Background: an optimization exercise with open tools, aiming at small area, a short achievable clock period and few clock cycles. Do not read the settings as production practice. Where RTL was checked, it was by simulation tests only, not by an equivalence proof against the original. Only the layout flow was run in runs 4 and 5; the RTL was not checked for function there. Power figures rest on the tool's default switching activity, not on a simulated workload.

**flow/design.v**
```verilog
module patch_encoder (
    input             clk,
    input             rst,
    input             large_patch,
    input             in_valid,
    output            in_ready,
    input      [1:0]  in_kind,
    input      [31:0] in_coef,
    input      [15:0] in_stride,
    input      [7:0]  in_patch_size,
    input      [7:0]  in_layer_type,
    input      [7:0]  in_quant_wbits,
    input      [31:0] in_dc_offset,
    input      [15:0] in_range,
    input      [31:0] in_patch_ids,
    input      [15:0] in_postquant,
    output            out_valid,
    input             out_ready,
    output     [7:0]  out_data,
    output            out_last
);
    localparam [1:0] C_GH = 2'd0, C_PH = 2'd1, C_COEF = 2'd2, C_END = 2'd3;
    localparam [1:0] E_GH = 2'd0, E_PE = 2'd1, E_CF = 2'd2;    
    reg        in_ready_q;
    assign in_ready = in_ready_q;
    wire       fire = in_valid & in_ready_q;
    reg [1:0]  exp_k;
    reg [6:0]  n_cur;         
    reg [6:0]  coef_left;     
    reg [6:0]  pq_r;          
    wire       k_cf  = (exp_k == E_CF);
    wire       f_cf  = fire & k_cf;
    wire       f_gh  = fire & !k_cf & (in_kind == C_GH);
    wire       f_ph  = fire & !k_cf & (in_kind == C_PH);
    wire       f_end = fire & !k_cf & (in_kind == C_END);
    wire       f_job = f_gh | f_ph | f_end;
    reg [6:0]  n_lut;
    always @(*) begin
        case (in_patch_size[3:0])
            4'd0: n_lut = 7'd0;
            4'd1: n_lut = 7'd1;
            4'd2: n_lut = 7'd4;
            4'd3: n_lut = 7'd9;
            4'd4: n_lut = 7'd16;
            4'd5: n_lut = 7'd25;
            4'd6: n_lut = 7'd36;
            4'd7: n_lut = 7'd49;
            default: n_lut = 7'd64;
        endcase
    end
    reg [1:0]  jq_type [0:3];
    reg [3:0]  jq_done;
    reg [4:0]  jq_w    [0:3];
    reg        jq_eob  [0:3];
    reg [6:0]  jq_ntok [0:3];
    reg [1:0]  jq_wp, jq_rp;
    reg [2:0]  jq_cnt;
    reg [3:0]  ds_qh  [0:1];
    reg [31:0] ds_dc  [0:1];
    reg [15:0] ds_rng [0:1];
    reg [31:0] ds_ids [0:1];
    reg        ds_wp, ds_rp;
    reg [1:0]  ds_cnt;
    reg [31:0] gh_d;
    reg        gh_full;
    reg        c_cf, c_ph;
    reg [16:0] c_lo;
    reg        c_sg, c_up0, c_up1, c_last, c_beyond, c_n0;
    reg [3:0]  c_q;
    reg [1:0]  c_j;
    wire       jq_pop, ds_pop, gh_pop;
    reg [18:0] mem [0:63];
    reg [6:0]  wptr, rptr;
    wire [6:0] fifo_cnt = wptr - rptr;
    reg        t1_v, t1_end;
    reg [1:0]  t1_j;
    reg        wr_v, pend_v;
    reg [6:0]  zcnt;
    wire [2:0] pt_x = {2'b0, wr_v} + {2'b0, pend_v} + {2'b0, (zcnt != 7'd0)}
                    + {2'b0, t1_v} + {2'b0, c_cf};
    wire [7:0] pt   = {1'b0, fifo_cnt} + {5'b0, pt_x};
    reg [1:0]  exp_n;
    always @(*) begin
        exp_n = exp_k;
        if (f_cf)       exp_n = (coef_left == 7'd1) ? E_PE : E_CF;
        else if (f_gh)  exp_n = E_PE;
        else if (f_ph)  exp_n = (n_cur != 7'd0) ? E_CF : E_PE;
        else if (f_end) exp_n = E_GH;
    end
    wire [2:0] jq_cnt_n  = jq_cnt + {2'b0, f_job} - {2'b0, jq_pop};
    wire [1:0] ds_cnt_n  = ds_cnt + {1'b0, f_ph} - {1'b0, ds_pop};
    wire       gh_full_n = f_gh | (gh_full & !gh_pop);
    wire       room_cf   = f_cf ? (pt <= 8'd62) : (pt <= 8'd63);
    wire       ready_n   = (exp_n == E_CF) ? room_cf :
                           (exp_n == E_PE) ? (jq_cnt_n != 3'd4) && (ds_cnt_n != 2'd2) :
                                             (jq_cnt_n != 3'd4) && !gh_full_n;
    always @(posedge clk) begin
        c_cf     <= f_cf;
        c_ph     <= f_ph;
        c_lo     <= in_coef[16:0];
        c_sg     <= in_coef[31];
        c_up0    <= (in_coef[31:17] == 15'd0);
        c_up1    <= (in_coef[31:17] == 15'h7fff);
        c_last   <= (coef_left == 7'd1);
        c_beyond <= (coef_left <= pq_r);
        c_n0     <= (n_cur == 7'd0);
        c_q      <= in_quant_wbits[3:0];
        c_j      <= jq_wp;
        if (f_gh) begin
            n_cur <= n_lut;
            gh_d  <= {in_layer_type, in_patch_size, in_stride};
        end
        if (f_ph) begin
            coef_left    <= n_cur;
            pq_r         <= in_postquant[6:0];
            ds_qh[ds_wp]  <= in_quant_wbits[7:4];
            ds_dc[ds_wp]  <= in_dc_offset;
            ds_rng[ds_wp] <= in_range;
            ds_ids[ds_wp] <= in_patch_ids;
        end
        if (f_cf) coef_left <= coef_left - 7'd1;
        if (f_job) jq_type[jq_wp] <= in_kind;
        if (f_job)  jq_done[jq_wp] <= !f_ph;
        if (t1_end) jq_done[t1_j]  <= 1'b1;
        if (rst) begin
            in_ready_q <= 1'b1;
            exp_k      <= E_GH;
            jq_wp      <= 2'd0;
            jq_cnt     <= 3'd0;
            ds_wp      <= 1'b0;
            ds_cnt     <= 2'd0;
            gh_full    <= 1'b0;
            c_cf       <= 1'b0;
            c_ph       <= 1'b0;
        end else begin
            in_ready_q <= ready_n;
            exp_k      <= exp_n;
            jq_cnt     <= jq_cnt_n;
            ds_cnt     <= ds_cnt_n;
            gh_full    <= gh_full_n;
            if (f_job) jq_wp <= jq_wp + 2'd1;
            if (f_ph)  ds_wp <= !ds_wp;
        end
    end
    reg [3:0]  q_lo;
    reg [16:0] oracc;
    reg [1:0]  pj;
    reg        t1_eff, t1_sg;
    reg [16:0] t1_mag;
    wire [16:0] c_neg  = 17'd0 - c_lo;
    wire [16:0] c_mag  = c_sg ? c_neg : c_lo;
    wire        c_lo0  = (c_lo == 17'd0);
    wire        c_hi   = c_sg ? (!c_up1 | c_lo0) : !c_up0;
    wire        c_nz   = c_sg | !c_up0 | !c_lo0;
    wire [16:0] upmask;
    genvar gi;
    generate
        for (gi = 0; gi < 17; gi = gi + 1) begin : g_up
            if (gi <= 7) assign upmask[gi] = 1'b1;
            else         assign upmask[gi] = ({1'b0, q_lo} >= gi - 7);
        end
    endgenerate
    always @(posedge clk) begin
        t1_eff <= c_nz & !c_beyond;
        t1_sg  <= c_sg;
        t1_mag <= c_hi ? 17'd0 : c_mag;
        t1_j   <= c_ph ? c_j : pj;
        if (c_ph) begin
            q_lo  <= c_q;
            oracc <= 17'd0;
            pj    <= c_j;
        end
        if (c_cf) oracc <= oracc | (c_mag & upmask);
        if (rst) begin
            t1_v   <= 1'b0;
            t1_end <= 1'b0;
        end else begin
            t1_v   <= c_cf;
            t1_end <= (c_cf & c_last) | (c_ph & c_n0);
        end
    end
    reg [18:0] pend_tok;
    reg [18:0] wr_d;
    reg [6:0]  ntok;
    wire [18:0] t1_tok  = {1'b1, t1_sg, t1_mag};
    wire [18:0] run_tok = {12'd0, zcnt};
    wire        t1_nz   = t1_v & t1_eff;
    wire        z_any   = (zcnt != 7'd0);
    reg        wr_n_v, pend_n_v;
    reg [18:0] wr_n_d, pend_n_tok;
    always @(*) begin
        wr_n_v     = pend_v;
        wr_n_d     = pend_tok;
        pend_n_v   = 1'b0;
        pend_n_tok = t1_tok;
        if (t1_nz) begin
            if (z_any) begin
                wr_n_v = 1'b1; wr_n_d = run_tok; pend_n_v = 1'b1;
            end else if (pend_v) begin
                pend_n_v = 1'b1;
            end else begin
                wr_n_v = 1'b1; wr_n_d = t1_tok;
            end
        end
    end
    wire [6:0] ntok_add = ntok + {6'd0, t1_nz} + {6'd0, t1_nz & z_any};
    wire [3:0] minw = q_lo[3:1] + 4'd1;
    reg  [4:0] hb;
    integer hj;
    always @(*) begin
        hb = 5'd0;
        for (hj = 0; hj < 17; hj = hj + 1) if (oracc[hj]) hb = hj;
    end
    wire [4:0] wfin = ((hb > {1'b0, minw}) ? hb : {1'b0, minw}) + 5'd1;
    always @(posedge clk) begin
        wr_d     <= wr_n_d;
        pend_tok <= pend_n_tok;
        if (wr_v) mem[wptr[5:0]] <= wr_d;
        if (t1_end) begin
            jq_w[t1_j]    <= wfin;
            jq_eob[t1_j]  <= t1_v & !t1_eff;
            jq_ntok[t1_j] <= ntok_add;
        end
        if (rst) begin
            wr_v   <= 1'b0;
            pend_v <= 1'b0;
            zcnt   <= 7'd0;
            ntok   <= 7'd0;
            wptr   <= 7'd0;
        end else begin
            wr_v   <= wr_n_v;
            pend_v <= pend_n_v;
            if (t1_end)                zcnt <= 7'd0;
            else if (t1_v & !t1_eff)   zcnt <= zcnt + 7'd1;
            else if (t1_nz)            zcnt <= 7'd0;
            ntok <= t1_end ? 7'd0 : ntok_add;
            if (wr_v) wptr <= wptr + 7'd1;
        end
    end
    localparam [3:0] S_IDLE = 4'd0, S_GH1 = 4'd1, S_H1 = 4'd2, S_H2 = 4'd3,
                     S_H3 = 4'd4, S_H4 = 4'd5, S_H5 = 4'd6, S_TOK = 4'd7,
                     S_EOB = 4'd8;
    reg [3:0]  es;
    reg [6:0]  toks_left;
    reg        ceob;
    reg [4:0]  cw;
    reg [16:0] lowmask;       
    reg [2:0]  shA, shB;
    reg        cw_ge8;
    reg        tok_v;
    reg [18:0] tok_q;
    reg        u_v, u_end;
    reg [19:0] u_val;
    reg [5:0]  u_len;
    wire       u_acc;                 
    wire       u_rdy = !u_v | u_acc;
    wire [1:0] h_type = jq_type[jq_rp];
    wire       h_ok   = (jq_cnt != 3'd0) && jq_done[jq_rp];
    wire [4:0] h_w    = jq_w[jq_rp];
    wire [3:0] d_qh   = ds_qh[ds_rp];
    wire [31:0] d_dc  = ds_dc[ds_rp];
    wire [15:0] d_rng = ds_rng[ds_rp];
    wire [31:0] d_ids = ds_ids[ds_rp];
    wire [16:0] tm    = tok_q[16:0];
    wire        clamp = |(tm & ~lowmask);
    wire [16:0] mg    = clamp ? 17'd0 : tm;
    wire [7:0]  fa    = cw_ge8 ? mg[7:0] : (mg[7:0] << shA);
    wire [7:0]  fb    = mg[15:8] << shB;
    wire [19:0] t_val = tok_q[18] ? {2'b11, tok_q[17], fa, fb, mg[16]} : 20'd0;
    wire [5:0]  t_len = tok_q[18] ? ({1'b0, cw} + 6'd3) : tm[5:0];
    wire       tok_use = (es == S_TOK) & tok_v & u_rdy;
    wire       last_tok = (toks_left == 7'd1);
    reg        go;            
    reg [19:0] n_val;
    reg [5:0]  n_len;
    reg        n_end;
    reg [3:0]  es_n;
    reg        pop_j, pop_d, pop_g;
    always @(*) begin
        go = 1'b0; n_val = 20'd0; n_len = 6'd16; n_end = 1'b0;
        es_n = es; pop_j = 1'b0; pop_d = 1'b0; pop_g = 1'b0;
        case (es)
            S_IDLE: if (h_ok & u_rdy) begin
                go = 1'b1;
                case (h_type)
                    C_GH: begin
                        n_val = {gh_d[7:0], gh_d[15:8], 4'd0};
                        es_n  = S_GH1;
                    end
                    C_PH: begin
                        n_val = {d_qh, h_w[3:0] - 4'd2, d_dc[7:0], 4'd0};
                        es_n  = S_H1;
                    end
                    default: begin
                        n_val = {8'h61, 12'd0};
                        n_len = 6'd8;
                        n_end = 1'b1;
                        pop_j = 1'b1;
                    end
                endcase
            end
            S_GH1: if (u_rdy) begin
                go = 1'b1;
                n_val = {gh_d[23:16], gh_d[31:24], 4'd0};
                pop_j = 1'b1; pop_g = 1'b1;
                es_n = S_IDLE;
            end
            S_H1: if (u_rdy) begin
                go = 1'b1; n_val = {d_dc[15:8], d_dc[23:16], 4'd0}; es_n = S_H2;
            end
            S_H2: if (u_rdy) begin
                go = 1'b1; n_val = {d_dc[31:24], d_rng[7:0], 4'd0}; es_n = S_H3;
            end
            S_H3: if (u_rdy) begin
                go = 1'b1; n_val = {d_rng[15:8], d_ids[7:0], 4'd0}; es_n = S_H4;
            end
            S_H4: if (u_rdy) begin
                go = 1'b1;
                if (large_patch) begin
                    n_val = {d_ids[15:8], d_ids[23:16], 4'd0};
                    es_n  = S_H5;
                end else begin
                    n_val = {d_ids[9], d_ids[8], 18'd0};
                    n_len = 6'd2;
                    pop_d = 1'b1;
                    es_n  = (toks_left != 7'd0) ? S_TOK : ceob ? S_EOB : S_IDLE;
                    pop_j = (toks_left == 7'd0) & !ceob;
                end
            end
            S_H5: if (u_rdy) begin
                go = 1'b1; n_val = {d_ids[31:24], 12'd0}; n_len = 6'd8;
                pop_d = 1'b1;
                es_n  = (toks_left != 7'd0) ? S_TOK : ceob ? S_EOB : S_IDLE;
                pop_j = (toks_left == 7'd0) & !ceob;
            end
            S_TOK: if (tok_v & u_rdy) begin
                go = 1'b1; n_val = t_val; n_len = t_len;
                if (last_tok) begin
                    es_n  = ceob ? S_EOB : S_IDLE;
                    pop_j = !ceob;
                end
            end
            S_EOB: if (u_rdy) begin
                go = 1'b1; n_val = {2'b10, 18'd0}; n_len = 6'd2;
                pop_j = 1'b1; es_n = S_IDLE;
            end
            default: es_n = S_IDLE;
        endcase
    end
    assign jq_pop = pop_j;
    assign ds_pop = pop_d;
    assign gh_pop = pop_g;
    wire tok_load = (!tok_v | tok_use) & (wptr != rptr);
    always @(posedge clk) begin
        if (tok_load) tok_q <= mem[rptr[5:0]];
        if (es == S_IDLE && h_ok && u_rdy && h_type == C_PH) begin
            toks_left <= jq_ntok[jq_rp];
            ceob      <= jq_eob[jq_rp];
            cw        <= h_w;
            lowmask   <= (17'd1 << h_w) - 17'd1;
            shA       <= 3'd0 - h_w[2:0];           
            shB       <= (h_w >= 5'd16) ? 3'd0 : 3'd0 - h_w[2:0];    
            cw_ge8    <= (h_w >= 5'd8);
        end
        if (tok_use) toks_left <= toks_left - 7'd1;
        if (go) begin
            u_val <= n_val;
            u_len <= n_len;
            u_end <= n_end;
        end
        if (rst) begin
            es     <= S_IDLE;
            jq_rp  <= 2'd0;
            ds_rp  <= 1'b0;
            rptr   <= 7'd0;
            tok_v  <= 1'b0;
            u_v    <= 1'b0;
        end else begin
            es <= es_n;
            if (pop_j) jq_rp <= jq_rp + 2'd1;
            if (pop_d) ds_rp <= !ds_rp;
            if (tok_load) rptr <= rptr + 7'd1;
            if (tok_load)     tok_v <= 1'b1;
            else if (tok_use) tok_v <= 1'b0;
            if (go)         u_v <= 1'b1;
            else if (u_acc) u_v <= 1'b0;
        end
    end
    reg [31:0] acc;
    reg [6:0]  cnt;
    reg        ending;
    reg        ob0_v, ob1_v, ob0_l, ob1_l;
    reg [7:0]  ob0_d, ob1_d;
    wire       avail  = (cnt >= 7'd8) | (ending & (cnt != 7'd0));
    wire       do_out = avail & !ob1_v;
    wire       b_last = ending & (cnt <= 7'd8);
    wire [6:0] cnt1   = do_out ? (b_last ? 7'd0 : cnt - 7'd8) : cnt;
    wire [31:0] acc1  = do_out ? {acc[23:0], 8'd0} : acc;
    assign     u_acc  = u_v & !ending & (cnt1 <= 7'd12);
    wire [31:0] ins   = {u_val, 12'd0} >> cnt1[3:0];
    wire       pop    = ob0_v & out_ready;
    always @(posedge clk) begin
        if (rst) begin
            acc    <= 32'd0;
            cnt    <= 7'd0;
            ending <= 1'b0;
            ob0_v  <= 1'b0;
            ob1_v  <= 1'b0;
        end else begin
            acc    <= u_acc ? (acc1 | ins) : acc1;
            cnt    <= cnt1 + (u_acc ? {1'b0, u_len} : 7'd0);
            ending <= (u_acc & u_end) | (ending & !(do_out & b_last));
            if (pop) begin
                ob0_v <= ob1_v | do_out;
                ob0_d <= ob1_v ? ob1_d : acc[31:24];
                ob0_l <= ob1_v ? ob1_l : b_last;
                ob1_v <= ob1_v & do_out;
                ob1_d <= acc[31:24];
                ob1_l <= b_last;
            end else if (!ob0_v) begin
                ob0_v <= do_out;
                ob0_d <= acc[31:24];
                ob0_l <= b_last;
            end else if (do_out) begin
                ob1_v <= 1'b1;
                ob1_d <= acc[31:24];
                ob1_l <= b_last;
            end
        end
    end
    assign out_valid = ob0_v;
    assign out_data  = ob0_d;
    assign out_last  = ob0_l;
endmodule
```
**flow/run.sh**
```bash
#!/bin/bash
# synth_recipe.tcl (not shown) runs the flow's synth.tcl, then flattens the netlist and writes it again
# the make line also repeats each setting of config.mk as NAME=value (left out here)
make -C /OpenROAD-flow-scripts/flow DESIGN_CONFIG=/design/flow/config.mk WORK_HOME=/design/flow/orfs CLKGATE_MAP_FILE= SYNTH_SCRIPT=/design/flow/synth_recipe.tcl finish
```
**flow/config.mk**
```make
export PLATFORM = sky130hd
export DESIGN_NAME = patch_encoder
export DESIGN_NICKNAME = patch_encoder
export VERILOG_FILES = /design/flow/design.v
export SDC_FILE = /design/flow/constraint.sdc
export NUM_CORES = 4
export LEC_CHECK = 0
export ABC_CLOCK_PERIOD_IN_PS = 4000
export CAP_MARGIN = 20
export CORE_MARGIN = 2
export CORE_UTILIZATION = 40
export SETUP_SLACK_MARGIN = 2.5
export SLEW_MARGIN = 20
```
**flow/constraint.sdc**
```tcl
create_clock -name core_clock -period 6.5 [get_ports {clk}]
set_input_delay 1.3000 -clock core_clock [delete_from_list [all_inputs] [get_ports {clk}]]
set_output_delay 1.3000 -clock core_clock [all_outputs]
set_load 0.01 [all_outputs]
```
==> flow_summary.json, run 1 <==
{
  "yosysSeqAreaShare": 0.723,
  "grt_antenna_before_repair": 10,
  "cp.arrival_ns": 4.70,
  "grt_usage": 0.190,
  "detail-route-antenna-nets": 0,
  "clk_pin_slew_ns": 0.06,
  "dr.pass1.iters": 6,
  "r2r-end": "in_ready_q",
  "multi_input_area_um2": 19500,
  "cts_buffers": 185,
  "ys_async_sr_fraction": 0,
  "design.core.area_um2": 180000,
  "clkSinkCount": 1807,
  "ff_latch_area_um2": 52400,
  "cts_tree": "done",
  "ir_drop_uv": 224,
  "clock.fmax_mhz": 250,
  "htreeDepth": 4,
  "critical_path_class": "flop to flop",
  "io_buffer_count": 176,
  "wire_per_inst_um": 26.4,
  "min-delay-path-class": "flop to flop",
  "path_max_fanout": 3,
  "cts_root_buf": "clkbuf_16",
  "die_y_um": 430,
  "final_cell_area_um2": 83700,
  "drt_iter0_drc": 3598,
  "die_area_um2": 185000,
  "viasPerCell": 5.64,
  "ys_ff_latch": 1807,
  "ios": 186,
  "p_seq_frac": 0.479,
  "fin_hold_ws_ns": 0.353,
  "drive_gt1_frac": 0.220,
  "power_frac_comb": 0.153,
  "worstMarginPinSlew_ns": 1.04,
  "max_cap_viol_count": 0,
  "num_vias": 38100,
  "p_int_mw": 20.7,
  "drc": 0,
  "critPathCaptureType": "flop",
  "synth_warnings": 1,
  "slew_headroom": 0.308,
  "wl_um": 178000,
  "dp_hpwl_um": 104000,
  "yosysUniqueCellTypes": 91,
  "run_status": "timing/DRC/antenna clean",
  "worstSetupStartpoint": "wptr[0]",
  "fin_crit_sh": 0.616,
  "place_area_um2": 77500,
  "power_density_nw_per_um2": 333,
  "rr_worst_depth": 16,
  "syn_nets": 4218,
  "power.switching_mw": 7.17,
  "grt_pass1_wl_um": 260000,
  "nFillCells": 15200,
  "grt_max_degree": 116,
  "layout_commonest_cell": "edfxtp_1",
  "initial_core_util": 0.402,
  "netlist_area_um2": 72400,
  "start_kind": "flop",
  "row_count": 156,
  "die_w_um": 430,
  "finClkSkew_ns": 0.0583,
  "synthToLayoutAreaGrowth_pct": 15.6,
  "grt-ovfl-total": 0,
  "rsz0062_at_grt": "true",
  "insertion_delay_ns": 0.82,
  "syn_inst": 3978,
  "hold_buffers": 0,
  "setup_tns_ns": 0,
  "setup_viol": 0,
  "leakagePower_nw": 25.0,
  "cts_buffer_depth": 3,
  "ys.flop_type": "edfxtp_1",
  "layout_common_cells": "edfxtp_1, mux4_2, nor2_1",
  "cp.required_ns": 7.19,
  "power_frac_clock": 0.368,
  "grt_pass1_vias": 38400,
  "ff2ff_setup_slack_ns": 2.49,
  "nets": 4460,
  "period_minus_slack_ns": 4.01,
  "r2r-start": "wptr[0]",
  "synth-edff-count": 1618,
  "synth.avg_cell_area_um2": 18.2,
  "hold_viol_final": 0,
  "swShare": 0.257,
  "gp_congestion": 0.846,
  "slew_viol_final": 0,
  "endpoint": "in_ready_q"
}
power by group through the flow:
stage          clock, mW  combinational, mW  sequential [mW]
6_report            10.3               4.25             13.3
5_1_grt             10.9               4.62             13.4
4_1_cts             10.4               4.22             13.3
3_5_place_dp           0               4.17             13.6
3_3_place_gp           0               4.14             13.6
2_1_floorplan          0               3.05             13.4
cell type report:
type | count | share of cell area
clock buffer | 232 | 0.0585
antenna | 5 | 0.000149
clock inverter | 115 | 0.0119
sequential | 1807 | 0.626
timing repair buffer | 263 | 0.0306
tap | 2370 | 0.0354
multi-input combinational | 1859 | 0.232
inverter | 104 | 0.00480
cell families (layout without fill, tap and decap cells):
logic type	after synthesis	in the layout	share of synthesized area
buffers and inverters	312	714	0.0163
adder cells (fa/ha/maj)	65	65	0.0120
XOR/XNOR	73	73	0.00883
flip-flops	1807	1807	0.723
multiplexers	523	523	0.145
AND/OR/NAND/NOR	675	675	0.0439
other	0	5	0
AO/OA/AOI/OAI	523	523	0.0507
metal layers:
| layer | track usage | wire length [um] |
|---|---|---|
| met5 | 0 | 69 |
| met4 | 0.0477 | 3710 |
| met2 | 0.311 | 87000 |
| met1 | 0.267 | 77300 |
| met3 | 0.0324 | 10300 |
sequential cells by signal, indices dropped and copies added, names as in the netlist, 8 cells and up, named ones only:
register	cells
tok_q	19
jq_type	8
gh_d	32
oracc	16
wr_d	19
lowmask	17
mem	1216
ob0_d	8
u_val	20
c_lo	17
ob1_d	8
jq_w	20
t1_mag	17
acc	32
ds_qh	8
pend_tok	18
jq_ntok	28
ds_dc	64
ds_rng	32
ds_ids	64
synth_stat cells (8+ instances only):
cell	count	area [um^2]
o221ai_1	14	123
nor3_1	36	180
ha_1	58	726
o211ai_1	9	67.6
a21boi_0	11	82.6
nand4_1	24	150
nor2_1	262	983
or2_2	8	50.1
and3_1	17	106
o21ai_0	72	360
xnor2_1	39	342
nand3_1	36	180
nor2b_1	35	219
a221oi_1	28	245
mux4_2	420	9460
o31ai_1	12	90.1
and2_1	13	81.3
a22oi_1	12	90.1
edfxtp_1	1618	48600
nand2_1	149	559
mux2i_1	77	771
o32a_1	9	90.1
a22o_1	14	123
a21oi_1	104	521
mux2_2	25	282
a211oi_1	12	90.1
o21a_1	22	165
nor4_1	16	100
xor2_1	34	298
nand2b_1	34	213
clkbuf_1	157	589
inv_1	99	372
dfxtp_1	189	3780
or3_1	12	75.1
a31oi_1	25	156
o21ai_1	25	125
a21o_1	15	113
o22ai_1	33	206
a221o_1	15	150
buf_1	47	176
what timing repair did:
| action | CTS | global route |
|---|---|---|
| buffers inserted | 2 | 10 |
| cloned | 0 | 2 |
| gates resized for setup | 16 | 34 |
| setup endpoints to repair | 61 | 22 |
| pin swaps | 1 | 6 |
| endpoints found under the hold margin | 0 | 0 |
worst min path at each step:
stage                     from      endpoint  depth (start not counted)
floorplan                 c_sg         t1_sg                          0
global placement     t1_mag[2]   pend_tok[2]                          0
detailed placement   t1_mag[7]   pend_tok[7]                          0
CTS                 t1_mag[10]  pend_tok[10]                          0
global route         t1_mag[1]   pend_tok[1]                          0
finish              t1_mag[10]  pend_tok[10]                          0
critical path, stage by stage (launching register included):
cell and delay [ns]:
dfxtp_4 0.37, clkinvlp_4 0.17, ha_4 0.33, inv_2 0.06, fa_1 0.50, inv_2 0.04
fa_1 0.50, inv_1 0.04, ha_2 0.17, fa_2 0.52, nand2_1 0.04, or3_4 0.37
a21oi_2 0.11, a211oi_1 0.06, nor4_2 0.25, a211oi_2 0.10, a211o_1 0.26
per-stage QoR:
stage / worst slack, ns / total power, mW / std cells / util
floorplan: 2.51 / 16.5 / 3978 / -
global placement: 1.55 / 17.7 / 6389 / 0.430
detailed placement: 1.64 / 17.7 / 6389 / 0.430
CTS: 2.27 / 28.0 / 6738 / 0.463
global route: 2.34 / 28.9 / 6752 / 0.464
finish: 2.49 / 27.8 / 6755 / 0.464
Testbench counts, summed over its fixed seeds: cycles 13,638.
==> inputs of run 2 (changes only) <==
--- a/flow/config.mk
+++ b/flow/config.mk
@@ -5,9 +5,9 @@
 export SDC_FILE = /design/flow/constraint.sdc
 export NUM_CORES = 4
 export LEC_CHECK = 0
-export ABC_CLOCK_PERIOD_IN_PS = 4000
+export ABC_CLOCK_PERIOD_IN_PS = 3000
 export CAP_MARGIN = 20
 export CORE_MARGIN = 2
 export CORE_UTILIZATION = 40
-export SETUP_SLACK_MARGIN = 2.5
+export SETUP_SLACK_MARGIN = 3.5
 export SLEW_MARGIN = 20
==> flow_summary.json, run 2 <==
{
  "grt_antenna_before_repair": 11,
  "power_frac_clock": 0.350,
  "setup_viol": 0,
  "cts_buffer_depth": 3,
  "fin_crit_sh": 0.606,
  "ys_async_sr_fraction": 0,
  "worstMarginPinSlew_ns": 1.02,
  "finClkSkew_ns": 0.0328,
  "synth-edff-count": 1618,
  "power.switching_mw": 7.57,
  "critical_path_class": "flop to flop",
  "yosysSeqAreaShare": 0.723,
  "slowest_delay_ns": 0.51,
  "cp_slowest_cell": "fa_2",
  "grt_pass1_vias": 38700,
  "grt_usage": 0.200,
  "ys_ff_latch": 1807,
  "htreeDepth": 4,
  "min-delay-path-class": "flop to flop",
  "netlist_area_um2": 72400,
  "cts_buffers": 181,
  "syn_inst": 3978,
  "nFillCells": 14800,
  "p_seq_frac": 0.459,
  "cts_tree": "done",
  "grt_max_degree": 83,
  "rsz0062_at_grt": "true",
  "yosys-top-cells-area": "edfxtp_1, mux4_2, dfxtp_1, nor2_1, mux2i_1",
  "start_kind": "flop",
  "hold_viol_final": 0,
  "num_vias": 39500,
  "layout_commonest_cell": "edfxtp_1",
  "layout_common_cells": "edfxtp_1, mux4_2, nor2_1",
  "gp_congestion": 0.828,
  "synth_warnings": 1,
  "hold_buffers": 0,
  "row_count": 156,
  "synthDominantCellAreaShare": 0.671,
  "design.core.area_um2": 180000,
  "largest_reg_flops": 1216,
  "grt_pass1_wl_um": 270000,
  "clkSinkCount": 1807,
  "grt-ovfl-total": 0,
  "multi_input_area_um2": 20600,
  "ios": 186,
  "ys.flop_type": "edfxtp_1",
  "wire_per_inst_um": 27.2,
  "setup_tns_ns": 0,
  "dr.pass1.iters": 5,
  "initial_core_util": 0.402,
  "cp_num_buf_inv": 4,
  "run_status": "timing/DRC/antenna clean",
  "wl_um": 189000,
  "die_y_um": 430,
  "dp_hpwl_um": 105000,
  "insertion_delay_ns": 0.80,
  "synth.avg_cell_area_um2": 18.2,
  "ir_drop_uv": 274,
  "path_max_fanout": 2,
  "slew_viol_final": 0,
  "max_cap_viol_count": 0,
  "power_density_nw_per_um2": 334,
  "p_int_mw": 21.5,
  "synth_commonest_cells": "edfxtp_1, mux4_2, nor2_1, dfxtp_1, clkbuf_1",
  "die_area_um2": 185000,
  "viasPerCell": 5.69,
  "drc": 0,
  "drive_gt1_frac": 0.280,
  "power_frac_comb": 0.191,
  "swShare": 0.260,
  "drt_iter0_drc": 3703,
  "yosysTopAreaCell": "edfxtp_1",
  "syn_nets": 4218,
  "nets": 4658,
  "yosysUniqueCellTypes": 91,
  "finalNonFillerCells": 6942,
  "path_cells": "clkinvlp_4, ha_4, inv_4, fa_1, inv_1, fa_1, inv_1, ha_2, fa_2, nand2_1, or3_1, nor2_1, nor2_1, nor4_2, a211oi_2, a211o_1",
  "ff_latch_area_um2": 52500,
  "io_buffer_count": 176,
  "clock.fmax_mhz": 254,
  "clk_pin_slew_ns": 0.06,
  "cts_root_buf": "clkbuf_16",
  "period_minus_slack_ns": 3.94,
  "cp.arrival_ns": 4.62,
  "die_w_um": 430,
  "synthToLayoutAreaGrowth_pct": 20.4,
  "crit_family": "adder cells",
  "place_inst": 6388,
  "cp.required_ns": 7.18,
  "critPathCaptureType": "flop",
  "slew_headroom": 0.322,
  "leakagePower_nw": 26.4,
  "yosysMostFrequentCell": "edfxtp_1",
  "detail-route-antenna-nets": 0
}
run 2: power groups by stage:
stage	clock, mW	combinational, mW	sequential (mW)
after global placement	0	4.11	13.6
after floorplan	0	3.16	13.4
after global routing	10.8	5.94	13.4
final	10.2	5.56	13.4
after detailed placement	0	4.14	13.6
after CTS	10.4	5.18	13.4
run 2: repair_timing:
item / 4_1_cts / 5_1_grt
cloned: 20 / 10
setup endpoints to repair: 426 / 423
gates resized for setup: 237 / 92
setup buffers: 115 / 72
pin swaps: 59 / 48
run 2: logic make-up after synthesis:
family	Yosys count	share of synthesized area
buffers and inverters	312	0.0163
and+or+nand+nor	675	0.0439
AOI/OAI and AO/OA	523	0.0507
xor gates and xnor gates	73	0.00883
muxes	523	0.145
DFF	1807	0.723
adders and majority gates	65	0.0120
run 2: stage by stage:
| stage | setup slack, ns | instance area (um^2) | hold slack (ns) | power, mW | utilization |
|---|---|---|---|---|---|
| after floorplan | 2.74 | 72700 | 0.329 | 16.6 | - |
| after global placement | 1.80 | 77600 | 0.336 | 17.7 | 0.430 |
| after detailed placement | 1.77 | 77600 | 0.339 | 17.8 | 0.430 |
| after CTS | 2.58 | 86000 | 0.351 | 28.9 | 0.477 |
| after global routing | 2.35 | 87200 | 0.359 | 30.1 | 0.483 |
| final | 2.56 | 87200 | 0.350 | 29.1 | 0.484 |
run 2: worst paths after layout:
path                            slack (ns)          end  depth (start not counted)       from
worst max-delay path                  2.56   in_ready_q                         16    wptr[0]
worst min-delay path                  0.35  pend_tok[6]                          0  t1_mag[6]
worst max register to register        2.56   in_ready_q                         16    wptr[0]
worst min register to register        0.35  pend_tok[6]                          0  t1_mag[6]
run 2: layout make-up:
class	count	share of cell area
well taps	2370	0.0340
flip-flops and latches	1807	0.601
diodes	6	0.000172
inverters	104	0.00504
multi-input cells	1869	0.236
clock buffers	237	0.0569
repair buffers	454	0.0573
repair inverters	1	0.000100
clock inverters	94	0.00928
run 2: per-layer routing:
metal  wire length (um)  GRT usage  vias to the layer above
met5                 61          0                        -
met4               4250     0.0462                       10
met3              13000     0.0349                      285
met2              92500      0.328                     1376
met1              79100      0.278                    20800
li1                   -          -                    17000
==> inputs of run 3 (changes only) <==
--- a/flow/config.mk
+++ b/flow/config.mk
@@ -5,9 +5,7 @@
 export SDC_FILE = /design/flow/constraint.sdc
 export NUM_CORES = 4
 export LEC_CHECK = 0
-export ABC_CLOCK_PERIOD_IN_PS = 3000
 export CAP_MARGIN = 20
 export CORE_MARGIN = 2
 export CORE_UTILIZATION = 40
-export SETUP_SLACK_MARGIN = 3.5
 export SLEW_MARGIN = 20
==> flow_summary.json, run 3 <==
{
  "synthMuxAreaShare": 0.145,
  "design.core.area_um2": 180000,
  "power.switching_mw": 7.04,
  "largest_reg_flops": 1216,
  "critical_path_class": "flop to flop",
  "nFillCells": 15200,
  "ys.flop_type": "edfxtp_1",
  "holdCritStartpoint": "t1_mag[7]",
  "ys_ff_latch": 1807,
  "r2r-end": "in_ready_q",
  "synth_adder_area_share": 0.0120,
  "drc": 0,
  "place_inst": 6401,
  "die_y_um": 430,
  "p_int_mw": 21.3,
  "power_frac_clock": 0.385,
  "ios": 186,
  "row_count": 156,
  "insertion_delay_ns": 0.81,
  "drt_iter0_drc": 3679,
  "die_area_um2": 185000,
  "syn_inst": 3978,
  "cts_buffer_depth": 3,
  "endpoint": "in_ready_q",
  "slew_viol_final": 0,
  "synth_commonest_cells": "edfxtp_1, mux4_2, nor2_1, dfxtp_1, clkbuf_1",
  "cts_root_buf": "clkbuf_16",
  "setup_tns_ns": 0,
  "drive_gt1_frac": 0.215,
  "syn_nets": 4218,
  "layout_commonest_cell": "edfxtp_1",
  "dpl_worst_slack_ns": 1.68,
  "hold_viol_final": 0,
  "synth-simple-area-share": 0.0439,
  "nets": 4455,
  "synth_top_family_by_area": "multiplexers",
  "finClkSkew_ns": 0.0246,
  "gp_congestion": 0.822,
  "htreeDepth": 4,
  "num_vias": 37800,
  "grt_pass1_vias": 38000,
  "min-delay-path-class": "flop to flop",
  "cp.arrival_ns": 5.56,
  "grt-ovfl-total": 0,
  "swShare": 0.249,
  "layout_setup_ws_ns": 1.63,
  "ff2ff_setup_slack_ns": 1.63,
  "synth-edff-count": 1618,
  "setup_viol": 0,
  "yosysMostFrequentCell": "edfxtp_1",
  "clock.fmax_mhz": 205,
  "ff_latch_area_um2": 52400,
  "yosysSeqAreaShare": 0.723,
  "power_density_nw_per_um2": 338,
  "post_cts_resized": 0,
  "viasPerCell": 5.60,
  "cp.required_ns": 7.18,
  "dr.pass1.iters": 7,
  "p_seq_frac": 0.473,
  "wl_um": 177000,
  "clk_pin_slew_ns": 0.07,
  "run_status": "timing/DRC/antenna clean",
  "io_buffer_count": 176,
  "synth.avg_cell_area_um2": 18.2,
  "yosysTopAreaCell": "edfxtp_1",
  "final_cell_area_um2": 83800,
  "initial_core_util": 0.402,
  "layout_common_cells": "edfxtp_1, mux4_2, nor2_1",
  "dp_hpwl_um": 104000,
  "period_minus_slack_ns": 4.87,
  "synth_warnings": 1,
  "worstSetupStartpoint": "wptr[0]",
  "place_area_um2": 77500,
  "grt_usage": 0.190,
  "detail-route-antenna-nets": 0,
  "postCtsSetupRepairBufs": 0,
  "max_cap_viol_count": 0,
  "hold_buffers": 0,
  "rr_worst_depth": 16,
  "grt_pass1_wl_um": 259000,
  "slew_headroom": 0.272,
  "cts_buffers": 182,
  "worstMarginPinSlew_ns": 1.09,
  "clkSinkCount": 1807,
  "hold_depth": 0,
  "start_kind": "flop",
  "finalNonFillerCells": 6749,
  "rsz0062_at_grt": "false",
  "synthDominantCellAreaShare": 0.671,
  "power_frac_comb": 0.143,
  "yosys-top-cells-area": "edfxtp_1, mux4_2, dfxtp_1, nor2_1, mux2i_1",
  "netlist_area_um2": 72400,
  "synth_compound_area_frac": 0.0507,
  "synthToLayoutAreaGrowth_pct": 15.7,
  "ys_async_sr_fraction": 0,
  "ir_drop_uv": 267,
  "yosys.area_share.xor_xnor": 0.00883,
  "leakagePower_nw": 25.1,
  "wire_per_inst_um": 26.2,
  "multi_input_area_um2": 19300,
  "cts_tree": "done",
  "grt_antenna_before_repair": 12,
  "die_w_um": 430,
  "r2r-start": "wptr[0]",
  "fin_crit_sh": 0.750,
  "yosysUniqueCellTypes": 91,
  "path_max_fanout": 21,
  "grt_max_degree": 124,
  "critPathCaptureType": "flop"
}
[run 3: cell counts after synthesis]
No cell type changed its count.
[run 3: worst min path at each step]
stage               slack [ns]      endpoint
finish                    0.35   pend_tok[7]
CTS                       0.35  pend_tok[16]
global placement          0.34   pend_tok[7]
floorplan                 0.33         t1_sg
global route              0.36   pend_tok[7]
detailed placement        0.34  pend_tok[17]
[run 3: cells by family after synthesis]
family | after synthesis
xor gates and xnor gates | 73
and+or+nand+nor | 675
AOI/OAI and AO/OA | 523
DFF | 1807
muxes | 523
adders and majority gates | 65
buffers and inverters | 312
[run 3: power by group through the flow]
stage,clock network (mW),registers (mW),logic [mW]
after floorplan,0,13.4,3.05
after global placement,0,13.6,4.06
after detailed placement,0,13.6,4.09
after CTS,11.1,13.4,4.11
after global routing,11.5,13.4,4.41
final,10.9,13.4,4.04
[run 3: per-layer routing]
layer	wire length, um	global-route usage	up-vias
met5	21	0	-
met4	4160	0.0506	4
met3	11100	0.0320	238
met2	87100	0.314	1169
met1	74600	0.262	19800
li1	-	-	16600
[run 3: worst max-delay path: stages (launching register included)]
cell	delay, ns
dfxtp_1	0.91
inv_1	0.31
ha_1	0.41
inv_1	0.09
fa_1	0.50
inv_1	0.06
fa_1	0.49
inv_1	0.04
ha_1	0.20
fa_1	0.43
xnor2_1	0.14
or3_1	0.32
nor2_1	0.12
nor2_1	0.05
nor4_1	0.26
a211oi_1	0.12
a211o_1	0.30
[run 3: final cells by class]
class                   count  share of cell area
diodes                      7            0.000209
clock buffers             235              0.0591
clock inverters           106              0.0154
inverters                 104             0.00472
multi-input cells        1859               0.230
flip-flops and latches   1807               0.625
well taps                2370              0.0354
repair buffers            261              0.0294
[run 3: through the flow]
step | hold slack [ns] | total power, mW | utilization
2_1_floorplan | 0.329 | 16.5 | -
3_3_place_gp | 0.341 | 17.7 | 0.430
3_5_place_dp | 0.339 | 17.7 | 0.430
4_1_cts | 0.353 | 28.6 | 0.465
5_1_grt | 0.360 | 29.4 | 0.465
6_report | 0.350 | 28.3 | 0.465
==> inputs of run 4 (changes only) <==
--- a/flow/design.v
+++ b/flow/design.v
@@ -90,7 +90,9 @@
     wire [2:0] jq_cnt_n  = jq_cnt + {2'b0, f_job} - {2'b0, jq_pop};
     wire [1:0] ds_cnt_n  = ds_cnt + {1'b0, f_ph} - {1'b0, ds_pop};
     wire       gh_full_n = f_gh | (gh_full & !gh_pop);
-    wire       room_cf   = f_cf ? (pt <= 8'd62) : (pt <= 8'd63);
+    reg  [7:0] pt_r;
+    wire [7:0] pt_b      = pt_r + {7'd0, c_cf};
+    wire       room_cf   = f_cf ? (pt_b <= 8'd62) : (pt_b <= 8'd63);
     wire       ready_n   = (exp_n == E_CF) ? room_cf :
                            (exp_n == E_PE) ? (jq_cnt_n != 3'd4) && (ds_cnt_n != 2'd2) :
                                              (jq_cnt_n != 3'd4) && !gh_full_n;
@@ -106,6 +108,7 @@
         c_n0     <= (n_cur == 7'd0);
         c_q      <= in_quant_wbits[3:0];
         c_j      <= jq_wp;
+        pt_r     <= pt;
         if (f_gh) begin
             n_cur <= n_lut;
             gh_d  <= {in_layer_type, in_patch_size, in_stride};
@@ -249,11 +252,11 @@
     reg        cw_ge8;
     reg        tok_v;
     reg [18:0] tok_q;
-    reg        u_v, u_end;
-    reg [19:0] u_val;
-    reg [5:0]  u_len;
+    reg        u_v, u_end, u1_v, u1_end;
+    reg [19:0] u_val, u1_val;
+    reg [5:0]  u_len, u1_len;
     wire       u_acc;                 
-    wire       u_rdy = !u_v | u_acc;
+    wire       u_rdy = !u1_v;
     wire [1:0] h_type = jq_type[jq_rp];
     wire       h_ok   = (jq_cnt != 3'd0) && jq_done[jq_rp];
     wire [4:0] h_w    = jq_w[jq_rp];
@@ -363,10 +366,15 @@
             cw_ge8    <= (h_w >= 5'd8);
         end
         if (tok_use) toks_left <= toks_left - 7'd1;
+        if (u_acc || !u_v) begin
+            u_val <= u1_v ? u1_val : n_val;
+            u_len <= u1_v ? u1_len : n_len;
+            u_end <= u1_v ? u1_end : n_end;
+        end
         if (go) begin
-            u_val <= n_val;
-            u_len <= n_len;
-            u_end <= n_end;
+            u1_val <= n_val;
+            u1_len <= n_len;
+            u1_end <= n_end;
         end
         if (rst) begin
             es     <= S_IDLE;
@@ -375,6 +383,7 @@
             rptr   <= 7'd0;
             tok_v  <= 1'b0;
             u_v    <= 1'b0;
+            u1_v   <= 1'b0;
         end else begin
             es <= es_n;
             if (pop_j) jq_rp <= jq_rp + 2'd1;
@@ -382,8 +391,12 @@
             if (tok_load) rptr <= rptr + 7'd1;
             if (tok_load)     tok_v <= 1'b1;
             else if (tok_use) tok_v <= 1'b0;
-            if (go)         u_v <= 1'b1;
-            else if (u_acc) u_v <= 1'b0;
+            if (u_acc || !u_v) begin
+                u_v  <= u1_v | go;
+                u1_v <= 1'b0;
+            end else begin
+                u1_v <= u1_v | go;
+            end
         end
     end
     reg [31:0] acc;
--- a/flow/config.mk
+++ b/flow/config.mk
@@ -5,7 +5,9 @@
 export SDC_FILE = /design/flow/constraint.sdc
 export NUM_CORES = 4
 export LEC_CHECK = 0
+export ABC_CLOCK_PERIOD_IN_PS = 2800
 export CAP_MARGIN = 20
 export CORE_MARGIN = 2
-export CORE_UTILIZATION = 40
+export CORE_UTILIZATION = 55
+export SETUP_SLACK_MARGIN = 3.7
 export SLEW_MARGIN = 20
==> flow_summary.json, run 4 <==
{
  "slowest_delay_ns": 0.35,
  "grt_usage": 0.273,
  "multi_input_area_um2": 20400,
  "ff_latch_area_um2": 53400,
  "cts_buffers": 185,
  "cp.arrival_ns": 3.91,
  "detail-route-antenna-nets": 0,
  "synthDominantCellAreaShare": 0.669,
  "ir_drop_uv": 254,
  "path_max_fanout": 6,
  "grt_pass1_vias": 39000,
  "clock.fmax_mhz": 312,
  "layout_commonest_cell": "edfxtp_1",
  "finClkSkew_ns": 0.0266,
  "path_cells": "buf_2, nor3b_4, a21oi_2, o32a_1, o221ai_2, ha_1, inv_1, ha_1, inv_2, fa_2, xor2_1, xnor2_1, nor3b_2, o31ai_1",
  "row_count": 134,
  "clk_pin_slew_ns": 0.06,
  "viasPerCell": 6.15,
  "yosysMostFrequentCell": "edfxtp_1",
  "place_inst": 5902,
  "hold_viol_final": 0,
  "slew_headroom": 0.355,
  "gp_congestion": 0.856,
  "place_area_um2": 78400,
  "start_kind": "primary input",
  "rsz0062_at_grt": "true",
  "drive_gt1_frac": 0.275,
  "num_vias": 39500,
  "fin_crit_sh": 0.494,
  "drc": 0,
  "crit_family": "compound AO/OA/AOI/OAI gates",
  "min-delay-path-class": "flop to flop",
  "synth_commonest_cells": "edfxtp_1, mux4_2, nor2_1, dfxtp_1, nand2_1",
  "io_buffer_count": 176,
  "cts_buffer_depth": 3,
  "grt_max_degree": 85,
  "run_status": "timing/DRC/antenna clean",
  "grt_pass1_wl_um": 269000,
  "dp_hpwl_um": 107000,
  "dr.pass1.iters": 5,
  "ys_ff_latch": 1843,
  "slew_viol_final": 0,
  "synth_warnings": 1,
  "critPathCaptureType": "flop",
  "syn_nets": 4282,
  "clkSinkCount": 1843,
  "period_minus_slack_ns": 3.21,
  "netlist_area_um2": 73800,
  "yosysTopAreaCell": "edfxtp_1",
  "final_cell_area_um2": 87600,
  "finalNonFillerCells": 6419,
  "worstMarginPinSlew_ns": 0.967,
  "grt-ovfl-total": 0,
  "design.core.area_um2": 133000,
  "nets": 4733,
  "critical_path_class": "primary input to flop",
  "htreeDepth": 4,
  "cp_num_buf_inv": 3,
  "die_area_um2": 137000,
  "dpl_worst_slack_ns": 1.99,
  "drt_iter0_drc": 3493,
  "wire_per_inst_um": 29.2,
  "ys_async_sr_fraction": 0,
  "setup_tns_ns": 0,
  "setup_viol": 0,
  "synth.avg_cell_area_um2": 18.3,
  "insertion_delay_ns": 0.80,
  "max_cap_viol_count": 0,
  "ys.flop_type": "edfxtp_1",
  "initial_core_util": 0.554,
  "yosys-top-cells-area": "edfxtp_1, mux4_2, dfxtp_1, mux2i_1, nor2_1",
  "cts_tree": "done",
  "cp_slowest_cell": "o32a_1",
  "grt_antenna_before_repair": 3,
  "worst_path_most_repeated_cell": "ha_1",
  "layout_common_cells": "edfxtp_1, mux4_2, clkbuf_16",
  "hold_buffers": 0,
  "cts_root_buf": "clkbuf_16",
  "nFillCells": 9158,
  "ios": 186,
  "yosysUniqueCellTypes": 96,
  "yosysSeqAreaShare": 0.723,
  "leakagePower_nw": 27.3,
  "power_density_nw_per_um2": 336,
  "die_w_um": 370,
  "layout_setup_ws_ns": 3.29,
  "syn_inst": 4039,
  "largest_reg_flops": 1216,
  "die_y_um": 370,
  "wl_um": 188000,
  "synth-edff-count": 1645,
  "cp.required_ns": 7.20,
  "synthToLayoutAreaGrowth_pct": 18.7,
  "ff2ff_setup_slack_ns": 3.30
}
[run 4: cell count changes after synthesis, sizes merged, moves of 14 or more]
cell    change
and2       +14
buf        +15
clkbuf     -27
edfxtp     +27
mux2       +19
mux2i      +31
nand2      +30
nor2       -18
[run 4: path summary, 6_finish.rpt]
kind / start / endpoint / depth (start not counted)
worst max register to register: oracc[11] / jq_w[0][2] / 11
worst max-delay path: large_patch / in_ready_q / 14
worst min register to register: t1_mag[15] / pend_tok[15] / 0
worst min-delay path: t1_mag[15] / pend_tok[15] / 0
[run 4: per-stage QoR]
| step | total power, mW | hold WS, ns | util |
|---|---|---|---|
| after floorplan | 16.7 | 0.329 | - |
| after global placement | 18.1 | 0.336 | 0.588 |
| after detailed placement | 18.1 | 0.339 | 0.588 |
| after CTS | 29.3 | 0.350 | 0.650 |
| after global routing | 30.4 | 0.358 | 0.657 |
| final | 29.4 | 0.351 | 0.657 |
[run 4: kinds of logic (layout without fill, tap and decap cells)]
logic type,Yosys count,count (layout),share of synthesized area
buffers and inverters,291,894,0.0161
DFF,1843,1843,0.723
and+or+nand+nor,712,715,0.0472
muxes,570,571,0.149
other,0,3,0
xor gates and xnor gates,80,80,0.00949
adders and majority gates,68,68,0.0122
AOI/OAI and AO/OA,475,477,0.0431
[run 4: area by class of cell]
type                            count  area share
Antenna cell                        3   0.0000857
Clock inverter                     99      0.0105
Clock buffer                      246      0.0581
Sequential cell                  1843       0.610
Multi-Input combinational cell   1911       0.233
Tap cell                         1768      0.0253
Inverter                           95     0.00461
Timing Repair Buffer              454      0.0587
[run 4: repair_timing]
item / in CTS / in global routing
endpoints found under the setup margin: 425 / 304
buffers inserted: 85 / 47
pin swaps: 43 / 38
resized for setup: 191 / 69
gates cloned: 31 / 6
[run 4: metal layers]
layer	share of wire	track usage	vias to the layer above
met5	0.00017	0	-
met4	0.030	0.0760	6
met3	0.058	0.0421	267
met2	0.51	0.463	1292
met1	0.40	0.369	20700
li1	-	-	17200
[run 4: report_power, final]
part	switching, mW	total, mW	internal (mW)
clock network	4.48	10.5	6.03
registers	0.370	13.7	13.4
logic	2.69	5.14	2.45
==> inputs of run 5 (changes only) <==
==> flow/config.mk (replaced) <==
export PLATFORM = sky130hd
export DESIGN_NAME = patch_encoder
export DESIGN_NICKNAME = patch_encoder
export VERILOG_FILES = /design/flow/design.v
export SDC_FILE = /design/flow/constraint.sdc
export NUM_CORES = 4
export LEC_CHECK = 0
export ABC_CLOCK_PERIOD_IN_PS = 3000
export CAP_MARGIN = 20
export CORE_MARGIN = 2
export CORE_UTILIZATION = 40
export SETUP_SLACK_MARGIN = 3.5
export SLEW_MARGIN = 20
==> flow_summary.json, run 5 <==
{
  "io_buffer_count": 176,
  "max_cap_viol_count": 0,
  "ios": 186,
  "clk_pin_slew_ns": 0.06,
  "synth.avg_cell_area_um2": 18.3,
  "cts_root_buf": "clkbuf_16",
  "period_minus_slack_ns": 3.21,
  "synth_warnings": 1,
  "initial_core_util": 0.403,
  "slew_headroom": 0.342,
  "multi_input_area_um2": 20300,
  "leakagePower_nw": 26.8,
  "synth_commonest_cells": "edfxtp_1, mux4_2, nor2_1, dfxtp_1, nand2_1",
  "die_y_um": 434,
  "grt-ovfl-total": 0,
  "worst_path_most_repeated_cell": "inv_1",
  "slowest_delay_ns": 0.37,
  "grt_max_degree": 85,
  "grt_usage": 0.193,
  "place_inst": 6566,
  "yosysMostFrequentCell": "edfxtp_1",
  "layout_commonest_cell": "edfxtp_1",
  "cp_num_buf_inv": 3,
  "grt_pass1_vias": 38600,
  "row_count": 157,
  "dp_hpwl_um": 106000,
  "ys_async_sr_fraction": 0,
  "clock.fmax_mhz": 312,
  "critical_path_class": "primary input to flop",
  "critPathCaptureType": "flop",
  "p_seq_frac": 0.475,
  "yosysSeqAreaShare": 0.723,
  "htreeDepth": 4,
  "nFillCells": 15200,
  "dr.pass1.iters": 5,
  "wire_per_inst_um": 26.4,
  "yosysTopAreaCell": "edfxtp_1",
  "wl_um": 186000,
  "yosys-top-cells-area": "edfxtp_1, mux4_2, dfxtp_1, mux2i_1, nor2_1",
  "cp.arrival_ns": 3.87,
  "grt_pass1_wl_um": 265000,
  "path_cells": "buf_2, nor3b_4, a21oi_2, o32a_1, o221ai_4, ha_4, inv_1, ha_1, inv_1, fa_2, xor2_2, xnor2_2, nor3b_1, o31ai_1",
  "slew_viol_final": 0,
  "dpl_worst_slack_ns": 1.99,
  "netlist_area_um2": 73800,
  "cts_buffer_depth": 3,
  "ff_latch_area_um2": 53500,
  "cts_buffers": 186,
  "die_w_um": 434,
  "largest_reg_flops": 1216,
  "layout_setup_ws_ns": 3.29,
  "worstMarginPinSlew_ns": 0.976,
  "holdPathEnd": "pend_tok[0]",
  "syn_nets": 4282,
  "fin_crit_sh": 0.493,
  "ir_drop_uv": 282,
  "ff2ff_setup_slack_ns": 3.30,
  "start_kind": "primary input",
  "r2r-start": "oracc[11]",
  "finClkSkew_ns": 0.0387,
  "insertion_delay_ns": 0.80,
  "yosysUniqueCellTypes": 96,
  "crit_family": "compound AO/OA/AOI/OAI gates",
  "grt_antenna_before_repair": 14,
  "hold_buffers": 0,
  "swShare": 0.253,
  "rsz0062_at_grt": "true",
  "viasPerCell": 5.57,
  "syn_inst": 4039,
  "hold_depth": 0,
  "drive_gt1_frac": 0.256,
  "power_frac_comb": 0.161,
  "power_frac_clock": 0.364,
  "path_max_fanout": 6,
  "r2r-end": "jq_w[3][3]",
  "cp.required_ns": 7.16,
  "ys.flop_type": "edfxtp_1",
  "synth-edff-count": 1645,
  "ys_ff_latch": 1843,
  "hold_viol_final": 0,
  "drc": 0,
  "synthToLayoutAreaGrowth_pct": 18.7,
  "clkSinkCount": 1843,
  "drt_iter0_drc": 3672,
  "setup_tns_ns": 0,
  "power.switching_mw": 7.33,
  "synthDominantCellAreaShare": 0.669,
  "p_int_mw": 21.6,
  "run_status": "timing/DRC/antenna clean",
  "finalNonFillerCells": 7047,
  "gp_congestion": 0.856,
  "holdCritStartpoint": "t1_mag[0]",
  "detail-route-antenna-nets": 0,
  "nets": 4666,
  "cp_slowest_cell": "o32a_1",
  "design.core.area_um2": 183000,
  "min-delay-path-class": "flop to flop",
  "cts_tree": "done",
  "rr_worst_depth": 11,
  "power_density_nw_per_um2": 330,
  "die_area_um2": 188000,
  "layout_common_cells": "edfxtp_1, mux4_2, clkbuf_16",
  "crit_cells": 14,
  "setup_viol": 0,
  "num_vias": 39300
}
run 5: cell count changes in the layout (fill, tap and decap cells not counted), sizes merged, moves of 2 or more:
cell / previous run / this run
clkinvlp: 6 / 11
clkinv: 78 / 68
clkdlybuf4s50: 161 / 163
dlygate4sd2: 8 / 10
clkdlybuf4s15: 5 / 0
buf: 273 / 208
run 5: timing repair:
item / 4_1_cts / 5_1_grt
buffers inserted: 82 / 36
setup endpoints to repair: 779 / 427
resized for setup: 116 / 50
cloned: 12 / 3
pin swaps: 48 / 44
run 5: power groups by stage:
| stage | registers [mW] | logic (mW) | clock network [mW] |
|---|---|---|---|
| 4_1_cts | 13.7 | 4.53 | 10.8 |
| 6_report | 13.7 | 4.65 | 10.5 |
| 3_5_place_dp | 14.0 | 4.07 | 0 |
| 3_3_place_gp | 14.0 | 4.04 | 0 |
| 2_1_floorplan | 13.8 | 2.93 | 0 |
| 5_1_grt | 13.8 | 4.98 | 11.2 |
run 5: cell type report:
cell class | count | area share
antenna | 4 | 0.000114
clock buffer | 248 | 0.0579
clock inverter | 96 | 0.0106
inverter | 95 | 0.00430
multi-input combinational | 1909 | 0.232
sequential | 1843 | 0.610
tap | 2464 | 0.0352
timing repair buffer | 388 | 0.0502
run 5: worst max-delay path by stage:
| stage | to | slack [ns] | start |
|---|---|---|---|
| after global routing | jq_w[0][3] | 3.21 | oracc[10] |
| after floorplan | ds_dc[0][0] | 2.94 | in_kind[1] |
| after detailed placement | in_ready_q | 1.99 | large_patch |
| after CTS | cnt[5] | 3.31 | cnt[4] |
| after global placement | in_ready_q | 2.00 | large_patch |
| final | in_ready_q | 3.29 | large_patch |
run 5: metal layers:
| layer | share of wire | vias to the layer above | global-route usage | wire length [um] |
|---|---|---|---|---|
| met5 | 0.00066 | - | 0 | 123 |
| met4 | 0.025 | 18 | 0.0487 | 4580 |
| met3 | 0.064 | 268 | 0.0335 | 11800 |
| met2 | 0.49 | 1238 | 0.319 | 91100 |
| met1 | 0.42 | 20700 | 0.267 | 78100 |
| li1 | - | 17100 | - | - |
run 5: cells by family after synthesis:
group,synth area share
muxes,0.149
and+or+nand+nor,0.0472
DFF,0.723
adders and majority gates,0.0122
AOI/OAI and AO/OA,0.0431
buffers and inverters,0.0161
xor gates and xnor gates,0.00949
run 5: metrics by stage:
step                hold WS, ns  instance area (um^2)  power [mW]   util
floorplan                 0.329                 74000        16.7      -
global placement          0.337                 79100        18.0  0.432
detailed placement        0.337                 79200        18.1  0.432
CTS                       0.350                 86800        29.0  0.474
global route              0.356                 87600        30.0  0.478
finish                    0.348                 87600        28.9  0.478

## afterwards: timing with drivers on the ports
The flow's constraints put no driver on any port. The routed layouts listed below were extracted and timed again, unchanged, in two steps. Step 1, drivers: a clkbuf_16 drives clk and a buf_2 each remaining input, both assumed. Step 2, shift: input delay + t, output delay - t, t = (earliest + latest rising clock arrival at the registers) / 2. This alone moves slack from input paths to output paths. Slacks: no drivers / after step 1 / after step 2; pairs: no drivers / after step 1.
| run | shift t [ns] | setup WS [ns] | worst setup path after step 2 | latest minus earliest clock arrival (ns) | worst register clock-pin slew, ns |
|---|---|---|---|---|---|
| run 1 | 0.879 | 2.494 / 2.494 / 1.778 | input to register | 0.059 / 0.059 | 0.07 / 0.07 |
| run 2 | 0.875 | 2.561 / 2.561 / 2.116 | input to register | 0.034 / 0.034 | 0.07 / 0.07 |
| run 3 | 0.881 | 1.625 / 1.625 / 1.625 | register to register | 0.031 / 0.031 | 0.07 / 0.07 |
| run 4 | 0.867 | 3.292 / 3.301 / 2.458 | input to register | 0.032 / 0.033 | 0.07 / 0.07 |
| run 5 | 0.857 | 3.294 / 3.299 / 2.455 | input to register | 0.039 / 0.039 | 0.07 / 0.07 |
After both steps every run listed still meets setup and hold. For run 5, which loses most, drivers alone change the setup slack by +0.005 ns; drivers and shift together by -0.839 ns.
